This design comes from an exercise in tuning for small area on the open sky130 flow, not from production work. Function was checked by simulation only, so behaviour that the tests miss may differ from the original. Power and IR drop assume default switching activity.

## flow/config.mk

```make
export PLATFORM = sky130hd
export DESIGN_NAME = sha512_engine
export DESIGN_NICKNAME = sha512_engine
export VERILOG_FILES = /design/flow/design.v
export SDC_FILE = /design/flow/constraint.sdc
export NUM_CORES = 8
export LEC_CHECK = 0
export CAP_MARGIN = 20
export CORE_MARGIN = 2
export CORE_UTILIZATION = 30
export PLACE_DENSITY = 0.5
export SLEW_MARGIN = 20
export SYNTH_MEMORY_MAX_BITS = 16384
```

## flow/constraint.sdc

```tcl
create_clock -name core_clock -period 16.0 [get_ports {clk}]
set_input_delay 3.2000 -clock core_clock [delete_from_list [all_inputs] [get_ports {clk}]]
set_output_delay 3.2000 -clock core_clock [all_outputs]
set_load 0.01 [all_outputs]
```

## flow/design.v

```verilog
module sha512_engine (
  input  wire        clk,
  input  wire        rst,           
  input  wire        req_valid,
  input  wire        req_we,
  input  wire [6:0]  req_addr,
  input  wire [63:0] req_wdata,
  output wire        req_ready,
  output reg         rsp_valid,
  output reg  [63:0] rsp_rdata
);
  localparam [2:0] P_IDLE  = 3'd0,
                   P_LDIV  = 3'd1,
                   P_LDWV  = 3'd2,
                   P_ROUND = 3'd3,
                   P_SCHED = 3'd4,
                   P_FEED  = 3'd5;
  localparam [6:0] A_CMD    = 7'h08,
                   A_STATUS = 7'h09;
  reg [63:0] H   [0:7];
  reg [63:0] M   [0:31];
  reg [63:0] WIN [0:16];
  reg [63:0] wv_a, wv_b, wv_c, wv_d, wv_e, wv_f, wv_g, wv_h;
  reg [2:0]  phase;
  reg        two;
  reg        blk;
  reg [6:0]  t;       
  reg [6:0]  u;       
  reg        done;
  wire busy = (phase != P_IDLE);
  function automatic [63:0] rotr(input [63:0] x, input integer n);
    rotr = (x >> n) | (x << (64 - n));
  endfunction
  function automatic [63:0] bsig0(input [63:0] x);
    bsig0 = rotr(x, 28) ^ rotr(x, 34) ^ rotr(x, 39);
  endfunction
  function automatic [63:0] bsig1(input [63:0] x);
    bsig1 = rotr(x, 14) ^ rotr(x, 18) ^ rotr(x, 41);
  endfunction
  function automatic [63:0] ssig0(input [63:0] x);
    ssig0 = rotr(x, 1) ^ rotr(x, 8) ^ (x >> 7);
  endfunction
  function automatic [63:0] ssig1(input [63:0] x);
    ssig1 = rotr(x, 19) ^ rotr(x, 61) ^ (x >> 6);
  endfunction
  function automatic [63:0] ch(input [63:0] x, input [63:0] y, input [63:0] z);
    ch = (x & y) ^ (~x & z);
  endfunction
  function automatic [63:0] maj(input [63:0] x, input [63:0] y, input [63:0] z);
    maj = (x & y) ^ (x & z) ^ (y & z);
  endfunction
  reg [63:0] k_t;
  always @* begin
    case (t)
      7'd0: k_t = 64'h428a2f98d728ae22;
      7'd1: k_t = 64'h7137449123ef65cd;
      7'd2: k_t = 64'hb5c0fbcfec4d3b2f;
      7'd3: k_t = 64'he9b5dba58189dbbc;
      7'd4: k_t = 64'h3956c25bf348b538;
      7'd5: k_t = 64'h59f111f1b605d019;
      7'd6: k_t = 64'h923f82a4af194f9b;
      7'd7: k_t = 64'hab1c5ed5da6d8118;
      7'd8: k_t = 64'hd807aa98a3030242;
      7'd9: k_t = 64'h12835b0145706fbe;
      7'd10: k_t = 64'h243185be4ee4b28c;
      7'd11: k_t = 64'h550c7dc3d5ffb4e2;
      7'd12: k_t = 64'h72be5d74f27b896f;
      7'd13: k_t = 64'h80deb1fe3b1696b1;
      7'd14: k_t = 64'h9bdc06a725c71235;
      7'd15: k_t = 64'hc19bf174cf692694;
      7'd16: k_t = 64'he49b69c19ef14ad2;
      7'd17: k_t = 64'hefbe4786384f25e3;
      7'd18: k_t = 64'h0fc19dc68b8cd5b5;
      7'd19: k_t = 64'h240ca1cc77ac9c65;
      7'd20: k_t = 64'h2de92c6f592b0275;
      7'd21: k_t = 64'h4a7484aa6ea6e483;
      7'd22: k_t = 64'h5cb0a9dcbd41fbd4;
      7'd23: k_t = 64'h76f988da831153b5;
      7'd24: k_t = 64'h983e5152ee66dfab;
      7'd25: k_t = 64'ha831c66d2db43210;
      7'd26: k_t = 64'hb00327c898fb213f;
      7'd27: k_t = 64'hbf597fc7beef0ee4;
      7'd28: k_t = 64'hc6e00bf33da88fc2;
      7'd29: k_t = 64'hd5a79147930aa725;
      7'd30: k_t = 64'h06ca6351e003826f;
      7'd31: k_t = 64'h142929670a0e6e70;
      7'd32: k_t = 64'h27b70a8546d22ffc;
      7'd33: k_t = 64'h2e1b21385c26c926;
      7'd34: k_t = 64'h4d2c6dfc5ac42aed;
      7'd35: k_t = 64'h53380d139d95b3df;
      7'd36: k_t = 64'h650a73548baf63de;
      7'd37: k_t = 64'h766a0abb3c77b2a8;
      7'd38: k_t = 64'h81c2c92e47edaee6;
      7'd39: k_t = 64'h92722c851482353b;
      7'd40: k_t = 64'ha2bfe8a14cf10364;
      7'd41: k_t = 64'ha81a664bbc423001;
      7'd42: k_t = 64'hc24b8b70d0f89791;
      7'd43: k_t = 64'hc76c51a30654be30;
      7'd44: k_t = 64'hd192e819d6ef5218;
      7'd45: k_t = 64'hd69906245565a910;
      7'd46: k_t = 64'hf40e35855771202a;
      7'd47: k_t = 64'h106aa07032bbd1b8;
      7'd48: k_t = 64'h19a4c116b8d2d0c8;
      7'd49: k_t = 64'h1e376c085141ab53;
      7'd50: k_t = 64'h2748774cdf8eeb99;
      7'd51: k_t = 64'h34b0bcb5e19b48a8;
      7'd52: k_t = 64'h391c0cb3c5c95a63;
      7'd53: k_t = 64'h4ed8aa4ae3418acb;
      7'd54: k_t = 64'h5b9cca4f7763e373;
      7'd55: k_t = 64'h682e6ff3d6b2b8a3;
      7'd56: k_t = 64'h748f82ee5defb2fc;
      7'd57: k_t = 64'h78a5636f43172f60;
      7'd58: k_t = 64'h84c87814a1f0ab72;
      7'd59: k_t = 64'h8cc702081a6439ec;
      7'd60: k_t = 64'h90befffa23631e28;
      7'd61: k_t = 64'ha4506cebde82bde9;
      7'd62: k_t = 64'hbef9a3f7b2c67915;
      7'd63: k_t = 64'hc67178f2e372532b;
      7'd64: k_t = 64'hca273eceea26619c;
      7'd65: k_t = 64'hd186b8c721c0c207;
      7'd66: k_t = 64'heada7dd6cde0eb1e;
      7'd67: k_t = 64'hf57d4f7fee6ed178;
      7'd68: k_t = 64'h06f067aa72176fba;
      7'd69: k_t = 64'h0a637dc5a2c898a6;
      7'd70: k_t = 64'h113f9804bef90dae;
      7'd71: k_t = 64'h1b710b35131c471b;
      7'd72: k_t = 64'h28db77f523047d84;
      7'd73: k_t = 64'h32caab7b40c72493;
      7'd74: k_t = 64'h3c9ebe0a15c9bebc;
      7'd75: k_t = 64'h431d67c49c100d4c;
      7'd76: k_t = 64'h4cc5d4becb3e42b6;
      7'd77: k_t = 64'h597f299cfc657e2a;
      7'd78: k_t = 64'h5fcb6fab3ad6faec;
      7'd79: k_t = 64'h6c44198c4a475817;
      default: k_t = 64'h0;
    endcase
  end
  function automatic [63:0] iv_rom(input [2:0] idx);
    case (idx)
      3'd0: iv_rom = 64'h6a09e667f3bcc908;
      3'd1: iv_rom = 64'hbb67ae8584caa73b;
      3'd2: iv_rom = 64'h3c6ef372fe94f82b;
      3'd3: iv_rom = 64'ha54ff53a5f1d36f1;
      3'd4: iv_rom = 64'h510e527fade682d1;
      3'd5: iv_rom = 64'h9b05688c2b3e6c1f;
      3'd6: iv_rom = 64'h1f83d9abfb41bd6b;
      default: iv_rom = 64'h5be0cd19137e2179;
    endcase
  endfunction
  function automatic [63:0] wget(input [6:0] j);
    if (j < 7'd16)
      wget = M[{blk, j[3:0]}];
    else
      wget = WIN[j % 17];
  endfunction
  wire [63:0] w_new = ssig1(wget(u - 7'd2)) + wget(u - 7'd7)
                    + ssig0(wget(u - 7'd15)) + wget(u - 7'd16);
  wire [6:0]  sched_last = (t == 7'd67) ? 7'd79 : t + 7'd16;
  wire [63:0] w_t  = wget(t);
  wire [63:0] t1   = wv_h + bsig1(wv_e) + ch(wv_e, wv_f, wv_g) + k_t + w_t;
  wire [63:0] t2   = bsig0(wv_a) + maj(wv_a, wv_b, wv_c);
  wire is_status_rd = !req_we && (req_addr == A_STATUS);
  assign req_ready  = !busy || is_status_rd;
  wire acc          = req_valid && req_ready;
  wire acc_wr       = acc && req_we;
  wire acc_rd       = acc && !req_we;
  reg [63:0] rd_value;
  always @* begin
    if (req_addr[6:3] == 4'b0000)
      rd_value = H[req_addr[2:0]];
    else if (req_addr == A_STATUS)
      rd_value = {62'd0, done, busy};
    else if (req_addr[6:5] == 2'b01)
      rd_value = M[req_addr[4:0]];
    else
      rd_value = 64'd0;
  end
  always @(posedge clk) begin
    if (rst) begin
      rsp_valid <= 1'b0;
      rsp_rdata <= 64'd0;
    end else begin
      rsp_valid <= acc_rd;
      if (acc_rd)
        rsp_rdata <= rd_value;
    end
  end
  integer i;
  always @(posedge clk) begin
    if (rst) begin
      phase <= P_IDLE;
      two   <= 1'b0;
      blk   <= 1'b0;
      t     <= 7'd0;
      u     <= 7'd0;
      done  <= 1'b0;
    end else begin
      case (phase)
        P_IDLE: begin
          if (acc_wr) begin
            if (req_addr[6:3] == 4'b0000)
              H[req_addr[2:0]] <= req_wdata;
            else if (req_addr[6:5] == 2'b01)
              M[req_addr[4:0]] <= req_wdata;
            else if (req_addr == A_CMD) begin
              if (req_wdata == 64'd1) begin
                two   <= 1'b0;
                blk   <= 1'b0;
                done  <= 1'b0;
                phase <= P_LDWV;
              end else if (req_wdata == 64'd2) begin
                two   <= 1'b1;
                blk   <= 1'b0;
                done  <= 1'b0;
                phase <= P_LDIV;
              end
            end
          end
        end
        P_LDIV: begin
          for (i = 0; i < 8; i = i + 1)
            H[i] <= iv_rom(i[2:0]);
          phase <= P_LDWV;
        end
        P_LDWV: begin
          wv_a <= H[0]; wv_b <= H[1]; wv_c <= H[2]; wv_d <= H[3];
          wv_e <= H[4]; wv_f <= H[5]; wv_g <= H[6]; wv_h <= H[7];
          t <= 7'd0;
          phase <= P_ROUND;
        end
        P_ROUND: begin
          wv_h <= wv_g;
          wv_g <= wv_f;
          wv_f <= wv_e;
          wv_e <= wv_d + t1;
          wv_d <= wv_c;
          wv_c <= wv_b;
          wv_b <= wv_a;
          wv_a <= t1 + t2;
          t <= t + 7'd1;
          if (t == 7'd79)
            phase <= P_FEED;
          else if (t == 7'd15 || t == 7'd32 || t == 7'd49 || t == 7'd66) begin
            u     <= t + 7'd1;
            phase <= P_SCHED;
          end
        end
        P_SCHED: begin
          WIN[u % 17] <= w_new;
          if (u == sched_last)
            phase <= P_ROUND;
          else
            u <= u + 7'd1;
        end
        P_FEED: begin
          H[0] <= H[0] + wv_a; H[1] <= H[1] + wv_b; H[2] <= H[2] + wv_c; H[3] <= H[3] + wv_d;
          H[4] <= H[4] + wv_e; H[5] <= H[5] + wv_f; H[6] <= H[6] + wv_g; H[7] <= H[7] + wv_h;
          if (two && !blk) begin
            blk   <= 1'b1;
            phase <= P_LDWV;
          end else begin
            done  <= 1'b1;
            phase <= P_IDLE;
          end
        end
        default: phase <= P_IDLE;
      endcase
    end
  end
endmodule
```

## flow/run.sh

```bash
#!/bin/bash
# synth_recipe.tcl (not shown) runs the flow's synth.tcl, then flattens the netlist and writes it again
# the make line also repeats each setting of config.mk as NAME=value (left out here)
make -C /OpenROAD-flow-scripts/flow DESIGN_CONFIG=/design/flow/config.mk WORK_HOME=/design/flow/orfs CLKGATE_MAP_FILE= SYNTH_SCRIPT=/design/flow/synth_recipe.tcl finish
```

==> results.txt <==
-- synth_stat cells, types with 37 or more instances --
master | number | area share [%]
a211o_1 | 74 | 0.19
a211oi_1 | 339 | 0.76
a21boi_0 | 37 | 0.082
a21o_1 | 536 | 1.2
a21oi_1 | 1440 | 2.1
a21oi_2 | 56 | 0.15
a221oi_1 | 167 | 0.43
a22o_1 | 62 | 0.16
a22oi_1 | 141 | 0.31
a311o_1 | 59 | 0.18
a311oi_1 | 449 | 1.2
a31oi_1 | 349 | 0.65
a31oi_2 | 38 | 0.14
and2_1 | 44 | 0.082
and3_1 | 405 | 0.75
buf_1 | 506 | 0.56
buf_2 | 189 | 0.28
clkbuf_1 | 1618 | 1.8
dfxtp_1 | 149 | 0.89
edfxtp_1 | 4160 | 37
fa_1 | 391 | 2.3
ha_1 | 834 | 3.1
inv_1 | 650 | 0.72
maj3_1 | 62 | 0.18
mux2_2 | 162 | 0.54
mux2i_1 | 897 | 2.7
mux4_2 | 3724 | 25
nand2_1 | 5160 | 5.7
nand2b_1 | 160 | 0.30
nand3_1 | 816 | 1.2
nand4_1 | 90 | 0.17
nor2_1 | 887 | 0.99
nor2b_1 | 223 | 0.41
nor3_1 | 218 | 0.32
nor4_1 | 49 | 0.091
o211ai_1 | 53 | 0.12
o21a_1 | 86 | 0.19
o21ai_0 | 1155 | 1.7
o21bai_1 | 138 | 0.31
o22ai_1 | 137 | 0.25
o31ai_1 | 73 | 0.16
or3_1 | 55 | 0.10
xnor2_1 | 825 | 2.1
xor2_1 | 414 | 1.1
-- cell families after synthesis --
logic type / Yosys count / share of synthesized area (%)
AOI/OAI and AO/OA: 5702 / 11.2
xor gates and xnor gates: 1246 / 3.26
adders and majority gates: 1287 / 5.60
buffers and inverters: 2989 / 3.42
DFF: 4309 / 38.0
muxes: 4784 / 28.1
and+or+nand+nor: 8235 / 10.5
-- per-layer routing --
layer	global-route usage, %	up-vias
met5	0	-
met2	42.5	22200
li1	-	111000
met1	37.7	145000
met3	11.7	4230
met4	18.0	90
-- worst paths after layout --
check / slack [ns] / cells after the start / endpoint / startpoint
worst max-delay path: 0.37 / 54 / wv_a[63] / t[4]
worst min-delay path: 0.49 / 2 / rsp_rdata[18] / rsp_rdata[18]
worst max register to register: 0.37 / 54 / wv_a[63] / t[4]
worst min register to register: 0.49 / 2 / rsp_rdata[18] / rsp_rdata[18]
-- power by group through the flow --
stage / Sequential, mW / Clock (mW) / Combinational (mW)
after detailed placement: 12.6 / 0 / 1.06
after floorplan: 12.6 / 0 / 0.423
after CTS: 12.3 / 13.1 / 1.06
after global placement: 12.6 / 0 / 1.05
after global routing: 12.3 / 13.5 / 1.08
final: 12.3 / 13.0 / 1.08
-- layout make-up --
cell class | instances | area [um2] | share of cell area [%]
clock buffers | 698 | 15200 | 4.02
clock inverters | 305 | 2710 | 0.716
repair buffers | 1404 | 12300 | 3.23
well taps | 14900 | 18600 | 4.90
diodes | 155 | 388 | 0.102
inverters | 661 | 2500 | 0.661
multi-input cells | 21300 | 200000 | 52.6
flip-flops and latches | 4309 | 128000 | 33.7
-- flip-flops by register name, indices dropped and copies added (netlist names) --
signal	cells
M	2048
rsp_rdata	64
wv_f	64
phase	3
WIN	1088
t	7
k_t	64
two	1
wv_b	64
wv_g	64
blk	1
wv_d	64
wv_c	64
wv_e	64
H	512
rsp_valid	1
wv_a	64
wv_h	64
u	7
done	1
-- placed cells by master (no fill, tap or decap), types with 140 or more instances in the layout --
| cell | n |
|---|---|
| a211oi_1 | 332 |
| a21o_1 | 536 |
| a21oi_1 | 1431 |
| a221oi_1 | 167 |
| a22oi_1 | 140 |
| a311oi_1 | 417 |
| a31oi_1 | 342 |
| and3_1 | 404 |
| buf_4 | 1136 |
| clkbuf_16 | 591 |
| dfxtp_1 | 140 |
| diode_2 | 155 |
| edfxtp_1 | 4160 |
| fa_1 | 391 |
| ha_1 | 826 |
| inv_1 | 650 |
| mux2_2 | 161 |
| mux2i_1 | 859 |
| mux4_2 | 3724 |
| nand2_1 | 5154 |
| nand2b_1 | 156 |
| nand3_1 | 816 |
| nor2_1 | 829 |
| nor2b_1 | 219 |
| nor3_1 | 209 |
| o21ai_0 | 1115 |
| xnor2_1 | 804 |
| xor2_1 | 402 |
-- timing repair --
item	in CTS	in global routing
gates cloned	0	2
endpoints found under the hold margin	0	0
endpoints found under the setup margin	9	55
resized for setup	3	28
buffers inserted	4	17
pin swaps	1	5
-- critical path, delay by kind of cell (launching register included) --
kind            cells  cell delay, ns
simple gates       10            1.98
flops               1            0.33
buf+inv            10            2.27
xor+xnor            4            1.30
fa+ha+maj           9            3.66
compound gates     19            5.20
mux                 2            0.47
==> results by group <==
Status
  • Status: finished clean

Setup path
  • Slowest stage delay, CP: 1.00 ns
  • CP Class: reg -> reg
  • Arr. time, crit path: 16.40 ns
  • Critical path startpoint category: flip-flop
  • CP max-delay cell: o21ai_2
  • Worst EP required: 16.77 ns
  • Crit end category: flip-flop
  • CP Max Fanout: 22

Synthesis
  • YS warnings: 1
  • Register area share after synthesis: 38.0%
  • Fraction of registers with async set/reset: 0%
  • Count of cell types in the netlist: 112
  • Number of synthesized flops with an enable pin: 4160
  • Main synth FF type: edfxtp_1
  • Syn Inst Count: 28600
  • Yosys reg bits: 4309
  • Synthesized cell area: 0.337 mm2
  • Post-synthesis average cell area: 11.8 um2
  • Post-Syn Nets: 29900

Global routing
  • Initial antenna violation count: 173
  • GRT Util Overall: 29.7%
  • Largest net degree at the start of global routing: 157
  • First-pass GRT wire length: 2340000 um
  • Vias in the first global route: 265000
  • Grt ovf: 0

Die
  • # rows: 389
  • CORE AREA: 1.12 mm2
  • Die height: 1060 um
  • Initial Util: 30.1%
  • Die area: 1.13 mm2
  • IO Count: 141
  • Die W: 1060 um

Clock tree
  • Clock transition at path regs: 0.06 ns
  • Clk sinks: 4309
  • CTS Hold Buffers Added: 0
  • Worst skew pair latency: 1.12 ns
  • CTS buffer count: 571
  • Clock buffer depth: 5
  • H-tree lvl count: 6
  • CTS Root Cell: clkbuf_16
  • CTS tree: yes

Cells and area
  • Post-route insts no fill: 43600
  • Layout Nets: 29500
  • Area growth syn-to-layout: 12.5%
  • Fin area: 0.379 mm2
  • Fillers: 110000
  • Layout cells sized above 1: 22.7%
  • Post-layout util: 33.8%

Timing
  • Hold_ws: 0.494 ns
  • Slew HR: 11.0%
  • Setup TNS: 0 ns
  • Final Hold Fails: 0
  • Final Setup Violations: 0
  • Post-route minimum period: 15.63 ns
  • Final Max Slew Viols: 0
  • Final period utilization: 97.7%
  • RSZ-0062 raised after global routing: no
  • Worst Tran Pin Value: 1.33 ns
  • Skew final: 0.140 ns
  • Final worst setup slack: 0.369 ns
  • Fmax: 64.0 MHz

Pwr
  • Clock power frac: 49.2%
  • Share of power burned in registers: 46.7%
  • P_sw: 6.32 mW
  • Power Total: 26.4 mW
  • Max VDD drop: 0.0806 mV
  • Gate power share: 4.1%
  • Leakage power: 128 nW
  • Cell Pwr Density: 69.6 mW/mm2
  • Sw frac: 23.9%
  • Int Pwr: 20.1 mW

Place
  • Placed Area: 0.360 mm2
  • PortBufs: 140
  • Gpl congestion: 1.01
  • Dpl hpwl: 1200000 um
  • Pre-CTS setup slack: -0.169 ns
  • Inst Count DP: 42500

Routing
  • Post-route ant nets: 0
  • Routed len/inst: 40.0 um
  • Final WL: 1750000 um
  • DRC Markers: 0
  • Via density: 6.49
  • Top layer in use: met5
  • Met1 WL: 643000 um
  • Routed wl met3: 250000 um
  • Met2 routed WL: 724000 um
  • Pre-antenna DRT Iters: 6
  • DR iter-0 viols: 44100
  • DR vias: 283000

Hold path
  • Hold Path Class: reg -> reg

Run
  • # Max-Cap Violations: 0

## afterwards: timing with drivers on the ports
No port has a modelled driver above. Below, the same layout with a new extraction and two added sets of constraints. Step 1 (the two cells are an assumption about what drives the block):
set clk [get_ports {clk}]
set_driving_cell -lib_cell sky130_fd_sc_hd__clkbuf_16 $clk
set_driving_cell -lib_cell sky130_fd_sc_hd__buf_2 [delete_from_list [all_inputs] $clk]
Step 2 adds t to the input delays and takes it off the output delays; t is the mean of the earliest and latest rising clock arrival at the registers after step 1. Input paths then give back, and output paths get back, about the clock's delay inside the block. Slacks: ideal ports / drivers / drivers and shift; pairs: ideal ports / drivers.
t (ns): 1.220
setup WS [ns]: 0.369 / 0.369 / 0.369
cell pins on the clock port's net: 1
After both steps this run still meets setup and hold. For this run, drivers alone change the setup slack by 0.000 ns; drivers and shift together by 0.000 ns.
